This design comes from an exercise in tuning for small area and a short achievable clock period on the open sky130 flow, not from production work.
Function was checked by simulation only, so behaviour that the tests miss may differ from the original.

### design/flow/run.sh
#!/bin/bash
# synth_recipe.tcl (not shown) runs the flow's synth.tcl, then flattens the netlist and writes it again
# the make line also repeats each setting of config.mk as NAME=value (left out here)
make -C /OpenROAD-flow-scripts/flow DESIGN_CONFIG=/design/flow/config.mk WORK_HOME=/design/flow/orfs CLKGATE_MAP_FILE= SYNTH_SCRIPT=/design/flow/synth_recipe.tcl finish
### design/flow/config.mk
export PLATFORM = sky130hd
export DESIGN_NAME = sqan_rxsync
export DESIGN_NICKNAME = sqan_rxsync
export VERILOG_FILES = /design/flow/design.v
export SDC_FILE = /design/flow/constraint.sdc
export NUM_CORES = 4
export LEC_CHECK = 0
export CAP_MARGIN = 20
export CORE_MARGIN = 2
export CORE_UTILIZATION = 40
export SLEW_MARGIN = 20
### design/flow/constraint.sdc
create_clock -name core_clock -period 22.0 [get_ports {clk}]
set_input_delay 4.4000 -clock core_clock [delete_from_list [all_inputs] [get_ports {clk}]]
set_output_delay 4.4000 -clock core_clock [all_outputs]
set_load 0.01 [all_outputs]
### design/flow/design.v
module sqan_rxsync (
    input  wire         clk,
    input  wire         rst,                  
    input  wire [1:0]   in_cmd,
    input  wire [15:0]  in_i,
    input  wire [15:0]  in_q,
    input  wire [6:0]   cfg_percent,          
    input  wire [1:0]   cfg_hdr_w,            
    input  wire [11:0]  cfg_header,           
    input  wire         cfg_byte_timing,      
    input  wire [7:0]   cfg_timing_interval,  
    input  wire [4:0]   cfg_slot_bits,        
    input  wire [7:0]   cfg_sync0,            
    input  wire [7:0]   cfg_sync1,            
    input  wire         cfg_screen,           
    input  wire         cfg_esc_en,           
    input  wire [7:0]   cfg_esc_marker,       
    input  wire [7:0]   cfg_esc_xor,          
    input  wire [2:0]   cfg_esc_extra,        
    output reg          flush_valid,
    output reg          flush_emit,
    output reg  [4:0]   flush_n,
    output reg          flush_sync,
    output reg          flush_overflow,
    output reg  [127:0] flush_bytes,          
    output wire         st_searching,
    output wire         st_inverted,
    output wire         st_ignore,
    output wire [4:0]   st_count
);
    localparam CAP = 16;
    localparam CMD_NOP      = 2'd0;
    localparam CMD_SAMPLE   = 2'd1;
    localparam CMD_SCAN_END = 2'd2;
    reg signed [15:0] amp_last;         
    reg               searching;        
    reg        [11:0] window;
    reg               inverted;         
    reg        [4:0]  bit_index;
    reg        [7:0]  temp_byte;
    reg               ignore_hdr;       
    reg        [7:0]  slots_left;
    reg        [7:0]  dataout [0:CAP-1];
    reg        [4:0]  dataout_index;
    reg               sync_found;       
    reg               match_idx;
    reg               overflow;
    assign st_searching = searching;
    assign st_inverted  = inverted;
    assign st_ignore    = ignore_hdr;
    assign st_count     = dataout_index;
    wire is_sample   = (in_cmd == CMD_SAMPLE);
    wire is_scan_end = (in_cmd == CMD_SCAN_END);
    wire signed [15:0] amp     = {in_i[11:0], 4'b0000};
    wire               raw_bit = (amp >= amp_last);
    wire               rx_bit  = (!searching && inverted) ? ~raw_bit : raw_bit;
    wire signed [23:0] amp_prod    = amp * $signed({1'b0, cfg_percent});
    wire signed [23:0] amp_quot    = amp_prod / 24'sd100;    
    wire signed [15:0] amp_last_nx = amp_quot[15:0];
    reg [11:0] hdr_mask;
    always @(*) begin
        case (cfg_hdr_w)
            2'd0:    hdr_mask = 12'h0FF;
            2'd1:    hdr_mask = 12'h1FF;
            2'd2:    hdr_mask = 12'h7FF;
            default: hdr_mask = 12'hFFF;
        endcase
    end
    wire [11:0] hdr_norm  = cfg_header & hdr_mask;
    wire [11:0] hdr_inv   = ~cfg_header & hdr_mask;
    wire [11:0] window_nx = {window[10:0], rx_bit} & hdr_mask;
    wire        match_norm = (window_nx == hdr_norm);
    wire        match_inv  = (window_nx == hdr_inv);
    wire [7:0] temp_nx   = {temp_byte[6:0], rx_bit};
    wire [4:0] index_nx  = bit_index + 5'd1;
    wire [4:0] bits_need = ignore_hdr ? cfg_slot_bits : 5'd8;
    wire       byte_done = (index_nx == bits_need);
    wire [7:0] byte_v    = temp_nx;
    wire needs_escape = (byte_v < 8'd32)
                      || (cfg_esc_extra[0] && byte_v == 8'h40)
                      || (cfg_esc_extra[1] && byte_v == 8'h7F)
                      || (cfg_esc_extra[2] && byte_v == 8'hFF);
    wire       do_escape = cfg_esc_en && needs_escape;
    wire [7:0] out0      = do_escape ? cfg_esc_marker : byte_v;
    wire [7:0] out1      = byte_v ^ cfg_esc_xor;
    wire       room0  = (dataout_index < CAP);
    wire [4:0] index1 = room0 ? dataout_index + 5'd1 : dataout_index;
    wire       room1  = (index1 < CAP);
    wire [4:0] index2 = (do_escape && room1) ? index1 + 5'd1 : index1;
    wire       drop   = !room0 || (do_escape && !room1);
    wire [7:0] sync_expect = match_idx ? cfg_sync1 : cfg_sync0;
    wire       sync_hit    = (byte_v == sync_expect);
    wire       found_nx    = sync_found || (sync_hit && match_idx);
    wire       match_idx_nx = sync_hit && !match_idx;
    wire [7:0] slots_dec = slots_left - 8'd1;
    wire       enter_ignore = cfg_byte_timing && found_nx && (cfg_timing_interval != 8'd0);
    wire assemble = is_sample && !searching;
    wire complete = assemble && byte_done;
    always @(posedge clk) begin
        if (rst) begin
            amp_last      <= 16'sd0;
            searching     <= 1'b1;
            window        <= 12'd0;
            inverted      <= 1'b0;
            bit_index     <= 5'd0;
            temp_byte     <= 8'd0;
            ignore_hdr    <= 1'b0;
            slots_left    <= 8'd0;
            dataout_index <= 5'd0;
            sync_found    <= 1'b0;
            match_idx     <= 1'b0;
            overflow      <= 1'b0;
        end else if (is_sample) begin
            amp_last <= amp_last_nx;
            if (searching) begin
                window <= window_nx;
                if (match_norm || match_inv) begin
                    searching <= 1'b0;
                    inverted  <= match_inv;
                    bit_index <= 5'd0;
                    temp_byte <= 8'd0;
                end
            end else if (!byte_done) begin
                temp_byte <= temp_nx;
                bit_index <= index_nx;
            end else begin
                dataout_index <= index2;
                if (drop)
                    overflow <= 1'b1;
                sync_found <= found_nx;
                match_idx  <= match_idx_nx;
                bit_index  <= 5'd0;
                temp_byte  <= 8'd0;
                if (ignore_hdr) begin
                    slots_left <= slots_dec;
                    if (slots_dec == 8'd0) begin
                        ignore_hdr <= 1'b0;
                        searching  <= 1'b1;
                    end
                end else if (enter_ignore) begin
                    ignore_hdr <= 1'b1;
                    slots_left <= cfg_timing_interval;
                end else begin
                    searching <= 1'b1;
                end
            end
        end else if (is_scan_end) begin
            dataout_index <= 5'd0;
            sync_found    <= 1'b0;
            match_idx     <= 1'b0;
            overflow      <= 1'b0;
        end
    end
    integer k;
    always @(posedge clk) begin
        if (!rst && complete) begin
            for (k = 0; k < CAP; k = k + 1) begin
                if (room0 && dataout_index == k)
                    dataout[k] <= out0;
                else if (do_escape && room1 && index1 == k)
                    dataout[k] <= out1;
            end
        end
    end
    integer j;
    always @(posedge clk) begin
        if (rst) begin
            flush_valid <= 1'b0;
        end else begin
            flush_valid <= is_scan_end;
        end
        if (!rst && is_scan_end) begin
            flush_emit     <= (dataout_index != 5'd0) && (!cfg_screen || sync_found);
            flush_n        <= dataout_index;
            flush_sync     <= sync_found;
            flush_overflow <= overflow;
            for (j = 0; j < CAP; j = j + 1)
                flush_bytes[8*j +: 8] <= dataout[j];
        end
    end
endmodule
==> flow_summary_export.csv <==
group,metric,value,unit
layout,drive_above_1_share,13.9,%
detailed_routing,post_drt_wl_per_cell,18.3,um
timing,drv_slew,0,
detailed_routing,drt_pass1_iterations,5,
clock_tree,clockRootBuffer,"clkbuf_16",
floorplan,io-pin-count,253,
global_route,antenna_found_initial,0,
setup_path,reg2reg_slack,16.50,ns
detailed_routing,drc,0,
clock_tree,worstSkewPairLatency,0.59,ns
logic_synthesis,synth_edf_count,264,
setup_path,cp_max_fo,12,
clock_tree,cts_tree,"done",
worst_hold_path,hp-start,"dataout[11][1]$_DFFE_PP_",
detailed_routing,via_per_inst,5.58,
logic_synthesis,syn_nets,2519,
clock_tree,cts_hold_buffers,0,
logic_synthesis,yosysWarnings,2,
floorplan,die_h,239,um
logic_synthesis,async_flop_share,0,%
setup_path,end_kind,"flop",
layout,num-fill-cells,4857,
floorplan,core_area,0.0541,sq mm
setup_path,max_stage_delay,0.62,ns
detailed_routing,wl,60.9,mm
timing,skew,0.0205,ns
global_route,grt_pass1_wl,95.8,mm
setup_path,worstPathArrival,21.69,ns
logic_synthesis,synth_seq_cells,323,
placement,dp_hpwl,45.2,mm
layout,areaGrowthSynthToFinish,24.3,%
setup_path,r2r_cells,28,
setup_path,start_kind,"input pin",
global_route,track_usage,20.9,%
logic_synthesis,synth_cells,2275,
run,drv_cap,0,
clock_tree,path_clk_slew,0.06,ns
timing,setup_viol,0,
logic_synthesis,synth_flop_cell,"edfxtp_1",
logic_synthesis,yosys.area.top_type,"edfxtp_1",
clock_tree,cts_sinks,323,
placement,io_buffers,232,
detailed_routing,drt_iter0_markers,1341,
floorplan,die_area,0.0569,sq mm
timing,post-route-period-util,96.3,%
setup_path,crit_type,"in -> reg",
placement,place_area,0.0260,sq mm
setup_path,cpMaxStageDelayCell,"or4_1",
clock_tree,h-tree-depth,1,
layout,final_area,0.0274,sq mm
setup_path,r2r_start,"amp_last[4]$_SDFFE_PP0P_",
clock_tree,cts_buffers,31,
timing,relSlewSlack,29.0,%
status,status,"timing/DRC/antenna clean",
floorplan,die_w,239,um
timing,tightest_slew,1.06,ns
timing,fin_crit,21.20,ns
logic_synthesis,synth_area_leaders,"edfxtp_1, fa_1, a21oi_1",
logic_synthesis,synth_area,0.0220,sq mm
layout,final_nets,2852,
logic_synthesis,synth.distinct_cells,132,
worst_hold_path,hold_depth,0,
global_route,grt-ovfl-total,0,
setup_path,crit_required,22.50,ns
worst_hold_path,hold_path.class,"reg -> reg",
logic_synthesis,syn_area_per_cell,9.68,sq um
floorplan,initial_core_util,40.7,%
floorplan,num_rows,85,
timing,max_freq,0.0472,GHz
detailed_routing,vias,18600,
global_route,grt_max_degree,71,
setup_path,timing.rr.end,"dataout[0][4]$_DFFE_PP_",
placement,gp_congestion,0.889,
timing,timing_hold_violations_final,0,
logic_synthesis,yosysSeqAreaShare,41.4,%
layout,final_util,50.5,%
global_route,grt_pass1_vias,17700,
worst_hold_path,hold-path-endpoint,"flush_bytes[89]$_DFFE_PP_",
layout,diodes,0,
clock_tree,cts_max_path_buffers,3,
logic_synthesis,synth_top_area_share,36.0,%
detailed_routing,antenna_left,0,
## worst max-delay path by stage
| stage | start | to | slack (ns) |
|---|---|---|---|
| floorplan | cfg_percent[3] | amp_last[8]$_SDFFE_PP0P_ | 1.94 |
| global placement | cfg_percent[3] | amp_last[12]$_SDFFE_PP0P_ | 0.08 |
| detailed placement | cfg_percent[3] | amp_last[12]$_SDFFE_PP0P_ | -0.13 |
| CTS | cfg_percent[3] | amp_last[12]$_SDFFE_PP0P_ | 0.42 |
| global route | in_i[11] | amp_last[12]$_SDFFE_PP0P_ | -0.04 |
| finish | cfg_percent[4] | amp_last[12]$_SDFFE_PP0P_ | 0.80 |
## through the flow
step / setup TNS (ns) / setup WS (ns) / hold WS (ns) / cells
floorplan: 0 / 1.94 / 0.400 / 2275
global placement: 0 / 0.0769 / 0.401 / 3262
detailed placement: -0.169 / -0.128 / 0.405 / 3262
CTS: 0 / 0.416 / 0.417 / 3319
global route: -0.0384 / -0.0360 / 0.412 / 3328
finish: 0 / 0.803 / 0.417 / 3328
## metal layers
metal	GRT usage, %	share of wire, %
met5	0	0
met4	5.59	2.4
met3	2.11	5.2
met2	36.2	49
met1	27.9	44
## worst max-delay path: cells and delay by family
family          cells  cell delay (ns)
simple gates       22             5.79
buf+inv             7             1.32
compound gates     23             5.88
mux                 1             0.34
fa+ha+maj           9             3.61
xor+xnor            2             0.36
## synthesized netlist by cell type (20+ instances only)
library cell	n
nor2_1	277
edfxtp_1	264
a21oi_1	242
nand2_1	165
inv_1	133
clkbuf_1	89
and2_1	82
ha_1	70
xnor2_1	68
fa_1	66
o21ai_0	63
dfxtp_1	59
nor3_1	54
mux2i_1	50
nand3_1	49
xor2_1	46
a31oi_1	25
nand4_1	25
a211oi_1	21
o21a_1	21
a22oi_1	20
nand2b_1	20
o211ai_1	20
## cells by family after synthesis
logic type | Yosys count | synth area share, %
buffers and inverters | 243 | 4.40
AO/OA/AOI/OAI | 607 | 19.1
multiplexers | 60 | 2.84
AND/OR/NAND/NOR | 787 | 17.5
flip-flops | 323 | 41.4
XOR/XNOR | 115 | 4.61
adder cells (fa/ha/maj) | 140 | 10.2
## what timing repair did
| action | in CTS | in global routing |
|---|---|---|
| resized for setup | 0 | 52 |
| endpoints found under the setup margin | 0 | 16 |
| buffers inserted | 0 | 7 |
## sequential cells by signal, summed over array words and instances, names as in the netlist, 5 cells and up
| register | cells |
|---|---|
| dataout | 128 |
| flush_n | 5 |
| dataout_index | 5 |
| temp_byte | 7 |
| window | 11 |
| slots_left | 8 |
| bit_index | 5 |
| flush_bytes | 128 |
| amp_last | 16 |
## final cells by class
cell class | instances | area [sq um] | share of cell area [%]
multi-input combinational | 1709 | 12200 | 44.8
sequential | 323 | 9110 | 33.3
timing repair buffer | 410 | 3660 | 13.4
tap | 696 | 871 | 3.18
clock buffer | 37 | 808 | 2.95
inverter | 133 | 499 | 1.82
clock inverter | 20 | 168 | 0.613
## layout by cell type, fill, tap and decap left out, drive strengths merged, types with 23 or more instances in the layout
master         instances
nor2                 281
edfxtp               264
a21oi                249
clkdlybuf4s50        230
buf                  179
nand2                166
inv                  135
and2                  82
o21ai                 80
ha                    70
xnor2                 69
fa                    66
dfxtp                 59
nor3                  59
nand3                 51
mux2i                 50
xor2                  46
clkbuf                37
a211oi                33
a31oi                 27
nand4                 25
o211ai                23

## what the ideal ports hide
In the flow no input, the clock included, has a driving cell. The finished layout below was timed again as built, in two steps.
Step 1 (the two cells are an assumption about what drives the block):
set clk [get_ports {clk}]
set_driving_cell -lib_cell sky130_fd_sc_hd__clkbuf_16 $clk
set_driving_cell -lib_cell sky130_fd_sc_hd__buf_2 [delete_from_list [all_inputs] $clk]
Step 2 moves the port delays by t, midway between the first and last clock arrival at a register: inputs arrive t later, outputs are due t later. That takes back most of the time a late clock gives input paths.
Three values: ideal, step 1, step 2; two values: the first two.
t, ns: 0.631
setup slack, ns: 0.803 / 0.836 / 0.205
worst slew at a driven data input, ns: 0.10
After both steps this run still meets setup and hold. For this run, drivers alone change the setup slack by +0.033 ns; drivers and shift together by -0.598 ns.
